Source: an optimization exercise on an open RTL-to-GDS flow (aim: small area). Production flows keep margins and buffers that such runs may drop. Function was checked by simulation only, so behaviour that the tests miss may differ from the original. Power and IR drop assume default switching activity.

## job 101
==> flow/design.v (excerpt) <==
module iot_sae (
    input  wire        clk,
    input  wire        rst,             
    input  wire        FAULT_POLICY,    
    output wire        bus_req,
    input  wire        bus_ack,
    output wire [2:0]  bus_op,
    output wire        bus_cont,
    output wire [7:0]  bus_cmd,
    output wire [63:0] bus_addr,
    input  wire [1:0]  bus_status,
    input  wire [7:0]  bus_rdata,
    input  wire [63:0] bus_raddr,
    output wire        pin_req,
    input  wire        pin_ack,
    output wire        pin_op,
    output wire        pin_level,
    output wire        pin_ch,
    input  wire        pin_err,
    input  wire [9:0]  adc_data,
    output wire        pers_req,
    input  wire        pers_ack,
    output wire [7:0]  pers_sid,
    output wire [1:0]  pers_vkind,
    output wire [38:0] pers_vnum,
    input  wire        pers_err,
    output wire        dly_req,
    input  wire        dly_ack,
    output wire [25:0] dly_us,
    output reg         diag_valid,
    output wire [7:0]  diag_sid,
    output wire [3:0]  diag_kind,
    output wire [3:0]  st,
    output wire [3:0]  ph,
    output wire        fault,
    output wire [3:0]  fault_code,
    output wire [7:0]  fault_sid,
    output wire [7:0]  pidx
);
    localparam [6:0] W_INIT_RESET = 7'h00, W_PRE       = 7'h01,
                     W_INIT_ENUM  = 7'h08, W_ENUM_SW   = 7'h09,
                     W_IDLE       = 7'h10,
                     W_START_CONV = 7'h18, W_AWAIT_CONV = 7'h20,
                     W_RT_CMD     = 7'h28, W_RT_BYTE   = 7'h29, W_RT_CHECK = 7'h2A,
                     W_RT_PERSIST = 7'h2B, W_RT_ASR    = 7'h2C,
                     W_DS_LED_ON  = 7'h30, W_DS_HOLD_RISE = 7'h31, W_DS_SAMPLE = 7'h32,
                     W_DS_HOLD_PULSE = 7'h33, W_DS_LED_OFF = 7'h34, W_DS_HOLD_SETTLE = 7'h35,
                     W_DS_CONV    = 7'h36, W_DS_PERSIST = 7'h37,
                     W_HM_SAMPLE  = 7'h38, W_HM_PERSIST = 7'h39, W_HM_P1 = 7'h3A,
                     W_HM_P2      = 7'h3B, W_HM_FIN    = 7'h3C,
                     W_SLEEP      = 7'h40, W_DS_CLR    = 7'h41, W_DS_ACC = 7'h42,
                     W_DS_CONV_LO = 7'h43, W_DS_CONV_HI = 7'h44, W_DS_ACLR = 7'h45,
                     W_BF2        = 7'h46,
                     W_FAULT      = 7'h48;
    localparam [3:0] E_NO_DEVICES = 4'd1, E_INSUFFICIENT = 4'd2, E_BUS_DATA = 4'd3,
  ...
Size in the first run: about 290 I/O pins.
export LEC_CHECK = 0
export CAP_MARGIN = 20
export CORE_MARGIN = 2
export CORE_UTILIZATION = 40
export SLEW_MARGIN = 20
create_clock -name core_clock -period 18.0 [get_ports {clk}]
run.sh (not shown) runs the stock make flow with config.mk's settings and CLKGATE_MAP_FILE= SYNTH_SCRIPT=/design/flow/synth_recipe.tcl, a recipe that flattens the netlist after the stock synthesis.
What job 102 does differently from job 101 at the input level:
# job 101
export LEC_CHECK = 0
export CAP_MARGIN = 20
export CORE_MARGIN = 2
export CORE_UTILIZATION = 40
export SLEW_MARGIN = 20
create_clock -name core_clock -period 18.0 [get_ports {clk}]
# job 102
export LEC_CHECK = 0
export CAP_MARGIN = 20
export CORE_MARGIN = 2
export CORE_UTILIZATION = 65
export SLEW_MARGIN = 20
create_clock -name core_clock -period 18.0 [get_ports {clk}]
==> flow/flow/run.sh (new file) <==
#!/bin/bash
set -euo pipefail
export BUFFER_PORTS_ARGS="-buffer_cell sky130_fd_sc_hd__buf_1"
export CTS_ARGS="-sink_clustering_enable -repair_clock_nets -dont_use_dummy_load -buf_list sky130_fd_sc_hd__clkbuf_2 -root_buf sky130_fd_sc_hd__clkbuf_4"
bash standard.sh > standard.log 2>&1
==> flow/standard.sh (new file) <==
#!/bin/bash
# synth_recipe.tcl (not shown) runs the flow's synth.tcl, then flattens the netlist and writes it again
# the make line also repeats each setting of config.mk as NAME=value (left out here)
make -C /OpenROAD-flow-scripts/flow DESIGN_CONFIG=/design/flow/config.mk WORK_HOME=/design/flow/orfs CLKGATE_MAP_FILE= SYNTH_SCRIPT=/design/flow/synth_recipe.tcl "${@:-finish}"
removed: flow/run.sh
==> comparison <==
Post-route worst setup slack (higher): job 102
Delta (job 102 minus job 101): final cell count without fillers went down, worst setup slack for register-to-register paths went up, internal power component went down, core utilization went up.
When job 102 is set beside job 101, its number of antenna violations at the first check in global routing turns out to be 3 smaller.
Relative to job 101, total routed wirelength has gone down in job 102.
On job 102: count of vias placed by the detailed router is 1.2% higher than what job 101 gave.
Shortest clock period the worst path allows after layout on job 102 is ahead of job 101.
Job 102 — total power density per cell area about 4% lower, job 101 as reference
Buffering stage count on the worst path with inverters included: job 101 vs job 102 identical

[separate check: timing with driven ports]
No port has a modelled driver above. Below, the same layouts with a new extraction and two added sets of constraints.
Step 1: set_driving_cell puts a clkbuf_16 on clk and a buf_2 on each other input, an assumption about the parent block.
Step 2 adds t to the input delays and takes it off the output delays; t is the mean of the earliest and latest rising clock arrival at the registers after step 1. Input paths then give back, and output paths get back, about the clock's delay inside the block.
Slacks: ideal / step 1 / step 2; pairs: ideal / step 1.
| run | t, ns | slack for setup (ns) | hold slack, ns | worst setup path after step 2 | slew at the worst register clock pin (ns) |
|---|---|---|---|---|---|
| job 101 | 0.562 | 10.653 / 10.668 / 10.106 | 0.315 / 0.315 / 0.315 | input to register | 0.06 / 0.06 |
| job 102 | 0.671 | 11.097 / 11.107 / 10.436 | 0.268 / 0.268 / 0.268 | input to register | 0.10 / 0.10 |
After both steps setup and hold are still met in every run listed. For job 102, which loses most, drivers alone change the setup slack by +0.010 ns; drivers and shift together by -0.661 ns.
